This is an optimization exercise on Yosys and OpenROAD, whose aim is small area, a short achievable clock period and few clock cycles, not a production implementation.
In this exercise RTL edits were held to simulation tests only and were not proved equivalent to the original.
Power is estimated from default activity; no workload was simulated.

Setup of job 101:
// gt06_fsr
module gt06_fsr (
    input  wire       clk,
    input  wire       rst,         
    input  wire       in_valid,
    input  wire [7:0] in_data,
    output wire       in_ready,
    input  wire [6:0] now_yy,
    input  wire [6:0] now_mo,
    input  wire [6:0] now_dd,
    input  wire [6:0] now_hh,
    input  wire [6:0] now_mi,
    input  wire [6:0] now_ss,
    output reg        out_valid,
    output reg  [7:0] out_data,
    output reg        out_last,
    output reg        out_rsp
);
clock: 10.0 ns
lec_check: 0
cap_margin: 20
core_margin: 2
core_utilization: 65
cts_buf_list: sky130_fd_sc_hd__clkbuf_8 sky130_fd_sc_hd__clkbuf_16
cts_cluster_diameter: 50
cts_cluster_size: 20
slew_margin: 20
standard.sh (not shown) runs the stock make flow with config.mk's settings and CLKGATE_MAP_FILE= SYNTH_SCRIPT=/design/flow/synth_recipe.tcl, a recipe that flattens the netlist after the stock synthesis.
==> flow/flow/run.sh <==
#!/bin/bash
# Layout flow: the standard layout (standard.sh, which runs the standard
# synthesis unchanged and the ORFS steps), with three changes to how the
# layout is optimised. The constraints (constraint.sdc) are not touched.
#  - Port buffers: buffer_ports inserts sky130_fd_sc_hd__buf_4 cells instead
#    of the default (slow) delay-buffer cell. Every port keeps its buffer.
#  - Timing repair aims for a larger setup slack than the 10 ns clock needs.
#  - Clock tree: clkbuf_16 buffers with larger sink clusters (30 sinks,
#    80 um), so fewer clock buffers; all flip-flops get the same tree.
# Tool output goes to run_standard.log here; ORFS also keeps its per-step
# logs under orfs/logs.
set -euo pipefail
export BUFFER_PORTS_ARGS="-buffer_cell sky130_fd_sc_hd__buf_4"
export SETUP_SLACK_MARGIN=7.0
export CTS_ARGS="-sink_clustering_enable -repair_clock_nets -buf_list sky130_fd_sc_hd__clkbuf_16 -sink_clustering_size 30 -sink_clustering_max_diameter 80 -sink_buffer_max_cap_derate 1.0"
bash standard.sh > run_standard.log 2>&1
Job 101 completed every stage of the flow, and the final layout passed the timing, DRC and antenna checks.
Testbench counts of job 101, summed over its fixed seeds: cycles 38,273.
For job 102, these inputs were changed with respect to job 101:
Settings: a change of CORE_UTILIZATION from 65 to 75.
==> flow/flow/run.sh <==
#!/bin/bash
set -euo pipefail
export BUFFER_PORTS_ARGS="-buffer_cell sky130_fd_sc_hd__buf_4"
export SETUP_SLACK_MARGIN=6.9
export CTS_ARGS="-sink_clustering_enable -repair_clock_nets -buf_list sky130_fd_sc_hd__clkbuf_16 -sink_clustering_size 30 -sink_clustering_max_diameter 80 -sink_buffer_max_cap_derate 1.0"
bash standard.sh > run_standard.log 2>&1
[summary]
- Per the comparison of job 102 with job 101, fmax +0.74%, standard cell core area -about 14%.
- Per the comparison of job 102 with job 101, total power after layout did not really move; setup fix buffers added after clock tree synthesis now larger; design area saw a decrease.
- Higher register-to-register slack goes to job 101 over job 102.
- On final worst slack, job 101 loses to job 102.
- Compared with job 101, in job 102 layout multi-input combinational cell count held, footprint of the flip-flops and latches ~0 delta, fraction of final layout cells sized beyond drive strength 1 lost 0.23 points, relative area change from synthesis to final layout decreased 0.42 points.

========
gt06_fsr again, from the RTL that the note above started with.
==> flow/config.mk <==
export PLATFORM = sky130hd
export DESIGN_NAME = gt06_fsr
export DESIGN_NICKNAME = gt06_fsr
export VERILOG_FILES = /design/flow/design.v
export SDC_FILE = /design/flow/constraint.sdc
export NUM_CORES = 4
export LEC_CHECK = 0
export CAP_MARGIN = 5
export CORE_MARGIN = 2
export CORE_UTILIZATION = 70
export CTS_BUF_LIST = sky130_fd_sc_hd__clkbuf_8 sky130_fd_sc_hd__clkbuf_16
export CTS_CLUSTER_DIAMETER = 50
export CTS_CLUSTER_SIZE = 20
export SLEW_MARGIN = 5
==> flow/constraint.sdc <==
create_clock -name core_clock -period 10.0 [get_ports {clk}]
set_input_delay 2.0000 -clock core_clock [delete_from_list [all_inputs] [get_ports {clk}]]
set_output_delay 2.0000 -clock core_clock [all_outputs]
set_load 0.01 [all_outputs]
==> flow/flow/run.sh <==
#!/bin/bash
# Layout flow: the standard layout (standard.sh) with two changes to how
# the layout is optimised; the constraints (constraint.sdc) are unchanged.
#  - the input and output port buffers are sky130_fd_sc_hd__buf_4 cells
#    instead of the default delay-buffer cell (every port keeps a buffer);
#  - timing repair aims for a larger setup slack than the 10 ns clock needs.
# Tool output goes to run_standard.log here; ORFS keeps its per-step logs
# under orfs/logs.
set -euo pipefail
export BUFFER_PORTS_ARGS="-buffer_cell sky130_fd_sc_hd__buf_4"
export SETUP_SLACK_MARGIN=6.9
bash standard.sh > run_standard.log 2>&1
Testbench counts at the start, summed over its fixed seeds: cycles 38,273.
Next try:
Settings changed: CAP_MARGIN 5 to 20, CORE_UTILIZATION 70 to 65, CTS_BUF_LIST sky130_fd_sc_hd__clkbuf_8 sky130_fd_sc_hd__clkbuf_16 to sky130_fd_sc_hd__clkbuf_8, CTS_CLUSTER_DIAMETER 50 to 45, CTS_CLUSTER_SIZE 20 to 16, SLEW_MARGIN 5 to 20.
- The new run passed the timing, DRC and antenna checks
- routed wire length drops by 2.2%
- worst hold slack is worse by 0.0038 ns
- cell area drops by 1.8%
- worst setup slack is worse by 0.14 ns
- register-to-register slack is better by 0.11 ns
Next try:
==> flow/flow/run.sh (replaced) <==
#!/bin/bash
# Layout flow: the standard layout (standard.sh, which runs the standard
# synthesis unchanged and the ORFS steps), with three changes to how the
# layout is optimised. The constraints (constraint.sdc) are not touched.
#  - Port buffers: buffer_ports inserts sky130_fd_sc_hd__buf_4 cells instead
#    of the default (slow) delay-buffer cell. Every port keeps its buffer.
#  - Timing repair aims for a larger setup slack than the 10 ns clock needs.
#  - Clock tree: clkbuf_16 buffers with larger sink clusters (30 sinks,
#    80 um), so fewer clock buffers; all flip-flops get the same tree.
# Tool output goes to run_standard.log here; ORFS also keeps its per-step
# logs under orfs/logs.
set -euo pipefail
export BUFFER_PORTS_ARGS="-buffer_cell sky130_fd_sc_hd__buf_4"
export SETUP_SLACK_MARGIN=6.9
export CTS_ARGS="-sink_clustering_enable -repair_clock_nets -buf_list sky130_fd_sc_hd__clkbuf_16 -sink_clustering_size 30 -sink_clustering_max_diameter 80 -sink_buffer_max_cap_derate 1.0"
bash standard.sh > run_standard.log 2>&1
Settings changed: CTS_BUF_LIST sky130_fd_sc_hd__clkbuf_8 to sky130_fd_sc_hd__clkbuf_8 sky130_fd_sc_hd__clkbuf_16, CTS_CLUSTER_DIAMETER 45 to 50, CTS_CLUSTER_SIZE 16 to 20, GPL_ROUTABILITY_DRIVEN set to 0, GPL_TIMING_DRIVEN set to 0.
Combinational power increases by 19%; area after synthesis does not change; routed wire length climbs by 18%; global-route usage rose by 4.8 points.

========
gt06_fsr again, from the RTL that the note above started with.
clock: 10.0 ns
lec_check: 0
cap_margin: 20
core_margin: 2
core_utilization: 65
cts_buf_list: sky130_fd_sc_hd__clkbuf_8 sky130_fd_sc_hd__clkbuf_16
cts_cluster_diameter: 50
cts_cluster_size: 20
slew_margin: 20
==> flow/flow/run.sh <==
#!/bin/bash
# Layout flow: the standard layout (standard.sh, which runs the standard
# synthesis unchanged and the ORFS steps), with three changes to how the
# layout is optimised. The constraints (constraint.sdc) are not touched.
#  - Port buffers: buffer_ports inserts sky130_fd_sc_hd__buf_4 cells instead
#    of the default (slow) delay-buffer cell. Every port keeps its buffer.
#  - Timing repair aims for a larger setup slack than the 10 ns clock needs.
#  - Clock tree: clkbuf_16 buffers with larger sink clusters (30 sinks,
#    80 um), so fewer clock buffers; all flip-flops get the same tree.
# Tool output goes to run_standard.log here; ORFS also keeps its per-step
# logs under orfs/logs.
set -euo pipefail
export BUFFER_PORTS_ARGS="-buffer_cell sky130_fd_sc_hd__buf_4"
export CTS_ARGS="-sink_clustering_enable -repair_clock_nets -buf_list sky130_fd_sc_hd__clkbuf_16 -sink_clustering_size 30 -sink_clustering_max_diameter 80 -sink_buffer_max_cap_derate 1.0"
bash standard.sh > run_standard.log 2>&1
The baseline passed the timing, DRC and antenna checks.
Testbench counts at the start, summed over its fixed seeds: cycles 38,273.
Rerun with:
--- a/flow/flow/run.sh
+++ b/flow/flow/run.sh
@@ -13,2 +13,3 @@
 export BUFFER_PORTS_ARGS="-buffer_cell sky130_fd_sc_hd__buf_4"
+export SETUP_SLACK_MARGIN=6.9
 export CTS_ARGS="-sink_clustering_enable -repair_clock_nets -buf_list sky130_fd_sc_hd__clkbuf_16 -sink_clustering_size 30 -sink_clustering_max_diameter 80 -sink_buffer_max_cap_derate 1.0"
CORE_UTILIZATION = 55   (was 65)
The new run finished clean.
Clock skew is about the same.
Power increases by 1.2%.
Non-clock buffer count rose by 7.
Routed wire length grows by 1.0%.
Die area rises by 18%.
Via count drops by about 1.3%.
Final area goes up by about 0.9%.
Clock-buffer cell count stays the same.
Fmax goes up by about 1.7%.
Rerun with:
==> flow/flow/run.sh (replaced) <==
#!/bin/bash
# Layout flow: the standard layout (standard.sh) with two changes to how
# the layout is optimised; the constraints (constraint.sdc) are unchanged.
#  - the input and output port buffers are sky130_fd_sc_hd__buf_4 cells
#    instead of the default delay-buffer cell (every port keeps a buffer);
#  - timing repair aims for a larger setup slack than the 10 ns clock needs.
# Tool output goes to run_standard.log here; ORFS keeps its per-step logs
# under orfs/logs.
set -euo pipefail
export BUFFER_PORTS_ARGS="-buffer_cell sky130_fd_sc_hd__buf_4"
export SETUP_SLACK_MARGIN=6.9
bash standard.sh > run_standard.log 2>&1
CORE_UTILIZATION = 65   (was 55)
Result: Global-route usage increases by 4.5 points; sequential share of layout area falls by 1.8 points; fmax barely changes; via count went up by 2.5%; worst setup slack degrades by 0.0065 ns; flip-flop and latch count stays the same; clock-buffer cell count is higher by 70; utilization rises by 13 points.

========
Starting RTL as in the previous note.
Settings: LEC_CHECK=0, CAP_MARGIN=20, CORE_MARGIN=2, CORE_UTILIZATION=65, CTS_BUF_LIST=sky130_fd_sc_hd__clkbuf_8 sky130_fd_sc_hd__clkbuf_16, CTS_CLUSTER_DIAMETER=50, CTS_CLUSTER_SIZE=20, SLEW_MARGIN=20; clock period 10.0 ns.
==> flow/flow/run.sh <==
#!/bin/bash
# Layout flow: the standard layout (standard.sh, which runs the standard
# synthesis unchanged and the ORFS steps), with three changes to how the
# layout is optimised. The constraints (constraint.sdc) are not touched.
#  - Port buffers: buffer_ports inserts sky130_fd_sc_hd__buf_4 cells instead
#    of the default (slow) delay-buffer cell. Every port keeps its buffer.
#  - Timing repair aims for a larger setup slack than the 10 ns clock needs.
#  - Clock tree: clkbuf_16 buffers with larger sink clusters (30 sinks,
#    80 um), so fewer clock buffers; all flip-flops get the same tree.
# Tool output goes to run_standard.log here; ORFS also keeps its per-step
# logs under orfs/logs.
set -euo pipefail
export BUFFER_PORTS_ARGS="-buffer_cell sky130_fd_sc_hd__buf_4"
export SETUP_SLACK_MARGIN=6.9
export CTS_ARGS="-sink_clustering_enable -repair_clock_nets -buf_list sky130_fd_sc_hd__clkbuf_16 -sink_clustering_size 32 -sink_clustering_max_diameter 70 -sink_buffer_max_cap_derate 1.0"
bash standard.sh > run_standard.log 2>&1
The starting point went through all stages and came out clean.
Testbench counts at the start, summed over its fixed seeds: cycles 38,273.
Edit:
==> flow/flow/run.sh (replaced) <==
#!/bin/bash
# Layout flow: the standard layout (standard.sh) with two changes to how
# the layout is optimised; the constraints (constraint.sdc) are unchanged.
#  - the input and output port buffers are sky130_fd_sc_hd__buf_4 cells
#    instead of the default delay-buffer cell (every port keeps a buffer);
#  - timing repair aims for a larger setup slack than the 10 ns clock needs.
# Tool output goes to run_standard.log here; ORFS keeps its per-step logs
# under orfs/logs.
set -euo pipefail
export BUFFER_PORTS_ARGS="-buffer_cell sky130_fd_sc_hd__buf_4"
export SETUP_SLACK_MARGIN=6.9
bash standard.sh > run_standard.log 2>&1
Settings changed: CORE_UTILIZATION 65 to 60, CTS_BUF_LIST sky130_fd_sc_hd__clkbuf_8 sky130_fd_sc_hd__clkbuf_16 to sky130_fd_sc_hd__clkbuf_16, CTS_CLUSTER_DIAMETER 50 to 60, CTS_CLUSTER_SIZE 20 to 30.
=> The changed run produced a clean layout; final cell count rose by about 4%; count of clock-buffer cells in the layout came out higher by 48; first-iteration DRC count is lower by about 8%; setup slack degrades by 0.028 ns; wire length climbs by about 2.8%; die area climbs by 8.2%; via count rises by 1.9%; non-clock buffer count goes down by 3; total power came out higher by 12%; cell area is higher by 3.4%.
Edit:
==> flow/flow/run.sh (replaced) <==
#!/bin/bash
# Layout flow: the standard layout (standard.sh, which runs the standard
# synthesis unchanged and the ORFS steps), with three changes to how the
# layout is optimised. The constraints (constraint.sdc) are not touched.
#  - Port buffers: buffer_ports inserts sky130_fd_sc_hd__buf_4 cells instead
#    of the default (slow) delay-buffer cell. Every port keeps its buffer.
#  - Timing repair aims for a larger setup slack than the 10 ns clock needs.
#  - Clock tree: clkbuf_16 buffers with larger sink clusters (30 sinks,
#    80 um), so fewer clock buffers; all flip-flops get the same tree.
# Tool output goes to run_standard.log here; ORFS also keeps its per-step
# logs under orfs/logs.
set -euo pipefail
export BUFFER_PORTS_ARGS="-buffer_cell sky130_fd_sc_hd__buf_4"
export SETUP_SLACK_MARGIN=6.9
export CTS_ARGS="-sink_clustering_enable -repair_clock_nets -buf_list sky130_fd_sc_hd__clkbuf_16 -sink_clustering_size 30 -sink_clustering_max_diameter 80 -sink_buffer_max_cap_derate 1.0"
bash standard.sh > run_standard.log 2>&1
Settings changed: CORE_UTILIZATION 60 to 65, CTS_BUF_LIST sky130_fd_sc_hd__clkbuf_16 to sky130_fd_sc_hd__clkbuf_8 sky130_fd_sc_hd__clkbuf_16, CTS_CLUSTER_DIAMETER 60 to 50, CTS_CLUSTER_SIZE 30 to 20.
The changed run produced a clean layout.
Cell count shrinks by 4.3%.
Design area shrinks by 3.8%.
Clock skew shrinks by 0.012 ns.
Non-clock buffer count is unchanged.
Worst setup slack gets better by 0.028 ns.
Count of clock-buffer cells in the layout shrinks by 48.

afterwards: timing with drivers on the ports:
How much do the figures lean on ideal ports? The routed layouts below were timed once more, with nothing changed but the port constraints.
Step 1: set_driving_cell puts a clkbuf_16 on clk and a buf_2 on each other input, an assumption about the parent block.
Step 2 also shifts input and output timing later by t, the mid clock arrival at the registers, as if the neighbouring blocks saw the same clock.
a / b / c = no drivers / after step 1 / after step 2; a / b = the first two.
| run | t (ns) | slack for setup (ns) | clock arrival spread, ns | slew at the worst register clock pin (ns) | cell pins on the clock port's net |
|---|---|---|---|---|---|
| job 101 | 0.769 | 6.837 / 6.769 / 6.718 | 0.039 / 0.040 | 0.11 / 0.11 | 1 |
| job 102 | 0.756 | 6.860 / 6.796 / 6.675 | 0.042 / 0.042 | 0.12 / 0.12 | 1 |
| the first run of note 2 | 0.816 | 6.821 / 6.746 / 6.677 | 0.041 / 0.042 | 0.09 / 0.09 | 1 |
| the second run of note 2 | 0.927 | 6.680 / 6.618 / 6.668 | 0.043 / 0.044 | 0.10 / 0.10 | 1 |
| the third run of note 2 | 0.780 | 6.703 / 6.703 / 6.331 | 0.055 / 0.055 | 0.12 / 0.12 | 1 |
| the first run of note 3 | 0.752 | 6.782 / 6.714 / 6.702 | 0.039 / 0.039 | 0.11 / 0.11 | 1 |
| the second run of note 3 | 0.770 | 6.835 / 6.767 / 6.721 | 0.035 / 0.035 | 0.11 / 0.11 | 1 |
| the third run of note 3 | 0.803 | 6.828 / 6.760 / 6.680 | 0.034 / 0.034 | 0.08 / 0.08 | 1 |
| the first run of note 4 | 0.770 | 6.836 / 6.767 / 6.697 | 0.038 / 0.038 | 0.12 / 0.12 | 1 |
| the second run of note 4 | 0.822 | 6.808 / 6.740 / 6.677 | 0.050 / 0.051 | 0.10 / 0.10 | 1 |
| the third run of note 4 | 0.773 | 6.836 / 6.768 / 6.694 | 0.040 / 0.040 | 0.11 / 0.11 | 1 |
After both steps setup and hold are still met in every run listed. The setup slack of the third run of note 2, which loses most, moves by 0.000 ns with the drivers and by -0.372 ns with both steps.
